Source: an optimization exercise on an open RTL-to-GDS flow (aim: small area, a short achievable clock period and few clock cycles). Production flows keep margins and buffers that such runs may drop.
At most, simulation tests tie the RTL to the original design; equivalence was not proved.
No activity file was given, so power comes from the tool's default toggle rates.

Setup of main:
## fde_enc
module fde_enc (
    input  wire        clk,
    input  wire        rst,           
    input  wire [1:0]  cfg_rot,       
    input  wire        cfg_mir,
    input  wire        cfg_inv,
    input  wire        cfg_typeb,     
    input  wire        cfg_flush,     
    input  wire [31:0] cfg_addr,      
    input  wire        pix_valid,
    output wire        pix_ready,
    input  wire [31:0] pix_data,
    output wire        out_valid,
    input  wire        out_ready,
    output wire [7:0]  out_data,
    output wire        out_last,
    output wire        frame_done,
    output wire        frame_dup
);
Settings: LEC_CHECK=0, CAP_MARGIN=20, CORE_MARGIN=2, CORE_UTILIZATION=65, CTS_CLUSTER_DIAMETER=150, CTS_CLUSTER_SIZE=20, SLEW_MARGIN=20; clock period 10.0 ns.
standard.sh (not shown) runs the stock make flow with config.mk's settings and CLKGATE_MAP_FILE= SYNTH_SCRIPT=/design/flow/synth_recipe.tcl, a recipe that flattens the netlist after the stock synthesis.
==> flow/flow/run.sh <==
#!/bin/bash
set -euo pipefail
bash standard.sh SETUP_SLACK_MARGIN=7 'BUFFER_PORTS_ARGS=-buffer_cell sky130_fd_sc_hd__buf_1' finish > standard_flow.log 2>&1
Testbench counts of main, summed over its fixed seeds: cycles 58,304.
Here is what was changed in the inputs of the feature branch compared with main.
--- a/flow/design.v
+++ b/flow/design.v
@@ -248,28 +248,30 @@
     reg          gen_on;
     reg  [1:0]   panel;
     reg  [4:0]   pos;
     reg  [2:0]   col;            
     reg  [7:0]   nsum;           
     reg  [7:0]   cb;             
     reg  [7:0]   sb;             
     reg          sb_v;
     reg  [7:0]   gbyte;
-    reg          o_v, o_l, s_v, s_l;
-    reg  [7:0]   o_d, s_d;
+    wire         o_free;         
+    reg          o_v, o_l;
+    reg  [7:0]   o_d;
     reg          done_r, dup_r, dupw;
     assign pix_ready  = pix_rdy;
+    assign o_free     = ~o_v | out_ready;
     assign out_valid  = o_v;
     assign out_data   = o_d;
     assign out_last   = o_l;
     assign frame_done = done_r;
     assign frame_dup  = dup_r;
-    wire gen_fire = gen_on & ~s_v;
+    wire gen_fire = gen_on & o_free;
     wire [4:0] last_pos = typeb_rd ? 5'd23 : 5'd11;
     wire gen_end  = gen_fire & (panel == 2'd3) & (pos == last_pos);
     wire col_next = typeb_rd ? (pos[0] == 1'b0 && pos >= 5'd4 && pos <= 5'd18)
                           : (pos >= 5'd2 && pos <= 5'd9);
     wire rot_step = gen_fire & col_next;
     wire [3:0] place = desc_rd ? {~col, 1'b1} : 4'd0;
     wire       rhalf = panel[1] ^ flip_rd;       
     reg  [7:0] cbyte;
     integer k;
@@ -304,35 +306,34 @@
                 5'd22:   gbyte = hexdig(nsum[7:4]);
                 5'd23:   gbyte = hexdig(nsum[3:0]);
                 default: gbyte = pos[0] ? hexdig(cb[7:4]) : hexdig(cb[3:0]);
             endcase
         end
     end
     wire summed = typeb_rd && pos >= 5'd1 && pos <= 5'd20;
     wire [31:0] fp  = crc;      
     wire        dup = last_ok && (last_fp == fp);
-    wire        o_free = ~o_v | out_ready;
     wire        dispatch = last2 & ~dup;
     wire        dup_done = ((last2 & dup) | dupw) & ~o_v;
     wire        gen_on_n = (gen_on & ~gen_end) | dispatch;
     wire        wait_keep = ~dispatch & ~dup_done;
     wire [7:0]  idx_inc = idx + 8'd1;
     wire        early = panel[1] & (panel[0] | (pos >= 5'd3));
     wire        rd_done = (panel == 2'd3) & (pos > (typeb_rd ? 5'd18 : 5'd9));
     wire        rdy_f = ~((in_wait | (idx == 8'd255)) & wait_keep) &
                         (~gen_on_n | (early & (trn ? ~idx_inc[3] : ~idx_inc[7])) |
                          (rd_done & (idx_inc != 8'd255)));
     wire        rdy_nf = ~(in_wait & wait_keep) &
                          (~gen_on_n | (early & (trn ? ~idx[3] : ~idx[7])) |
                           (rd_done & (idx != 8'd255)));
     wire        pix_rdy_n = fire0 ? rdy_f : rdy_nf;
     wire        in_wait_n = (in_wait | (fire0 & (idx == 8'd255))) & wait_keep;
-    wire        spec0 = dispatch & o_free & ~s_v;
+    wire        spec0 = dispatch & o_free;
     always @(posedge clk) begin
         d1    <= pix_data;
         lx2   <= lx;
         ly2   <= ly;
         row1  <= row0;
         row2  <= row1;
         if (fire0 && first0) begin
             trn   <= cfg_rot[0];
             rrev  <= cfg_rot[1];
@@ -353,19 +354,18 @@
             v2      <= 1'b0;
             last2   <= 1'b0;
             crc     <= CRC_INIT;
             last_ok <= 1'b0;
             gen_on  <= 1'b0;
             panel   <= 2'd0;
             pos     <= 5'd0;
             col     <= 3'd0;
             o_v     <= 1'b0;
-            s_v     <= 1'b0;
             sb_v    <= 1'b0;
             done_r  <= 1'b0;
             dup_r   <= 1'b0;
             dupw    <= 1'b0;
         end else begin
             if (fire0)
                 idx <= idx_inc;
             in_wait <= in_wait_n;
             pix_rdy <= pix_rdy_n;
@@ -416,47 +416,31 @@
                 if (pos == last_pos) begin
                     pos   <= 5'd0;
                     panel <= panel + 2'd1;
                     if (panel == 2'd3)
                         gen_on  <= 1'b0;
                 end else begin
                     pos <= pos + 5'd1;
                 end
             end
-            if (o_free) begin
-                if (s_v) begin
-                    o_v <= 1'b1;
-                    s_v <= 1'b0;
-                end else begin
-                    o_v <= gen_fire | spec0;
-                end
-            end else if (gen_fire) begin
-                s_v <= 1'b1;
-            end
+            if (o_free)
+                o_v <= gen_fire | spec0;
         end
         if (dispatch) begin
             typeb_rd <= typeb;
             desc_rd  <= desc;
             flush_rd <= flush;
             addr3_rd <= addr[31:24];
         end
         sb <= gbyte;
         if (o_free) begin
-            if (s_v) begin
-                o_d <= s_d;
-                o_l <= s_l;
-            end else begin
-                o_d <= gen_on ? gbyte : (typeb ? 8'h02 : 8'h80);
-                o_l <= gen_end;
-            end
-        end else if (gen_fire) begin
-            s_d <= gbyte;
-            s_l <= gen_end;
+            o_d <= gen_on ? gbyte : (typeb ? 8'h02 : 8'h80);
+            o_l <= gen_end;
         end
     end
     genvar r;
     generate
         for (r = 0; r < 16; r = r + 1) begin : g_row
             wire ld = v2 && (row2 == r);
             wire rt = rot_step && (rhalf == r[3]);
             always @(posedge clk) begin
                 if (ld || rt)
Findings:
Delta (the feature branch minus main): area of the placeable core picked up an extra about 2%; post-synthesis xor/xnor area fraction neither gained nor lost much; via count of the routed design picked up an extra 4.2%; highest clock frequency the design can meet neither gained nor lost much.
The feature branch ended up with a lower sequential share of layout area than main did.
Logic gate share of total power delta for the feature branch relative to main: 1.4 points higher
The flow did not stop early for the feature branch: all stages ran, and the layout cleared the timing, DRC and antenna checks.
The worst hold margin reported for the feature branch is greater than that of main by 58 ps.
| sum of net half-perimeters after detailed placement | the feature branch vs main | about 2.8% lower |
The feature branch: detailed-route wire length 0.70% below main
The estimated power of the feature branch ends up lower than the estimate for main.
Cell count after placement for the feature branch: 98 up relative to main
Total routed wire length on the met1 layer grows slightly when moving from main to the feature branch.
Against main, the feature branch reports a actual slew at the worst max-slew pin that is higher.
Only the layout flow was run in the feature branch; the RTL was not checked for function there.

==> what the ideal ports hide <==
No port has a modelled driver above. Below, the same layouts with a new extraction and two added sets of constraints. Step 1, drivers: a clkbuf_16 drives clk and a buf_2 each remaining input, both assumed. Step 2, shift: input delay + t, output delay - t, t = (earliest + latest rising clock arrival at the registers) / 2. This alone moves slack from input paths to output paths. a / b / c = no drivers / after step 1 / after step 2; a / b = the first two.
run | t (ns) | setup WS [ns] | worst setup path after step 2
main | 0.663 | 6.857 / 6.800 / 6.623 | input to register
the feature branch | 0.651 | 6.855 / 6.797 / 6.473 | input to register
After both steps setup and hold are still met in every run listed. For the feature branch, which loses most, drivers alone change the setup slack by -0.058 ns; drivers and shift together by -0.382 ns.
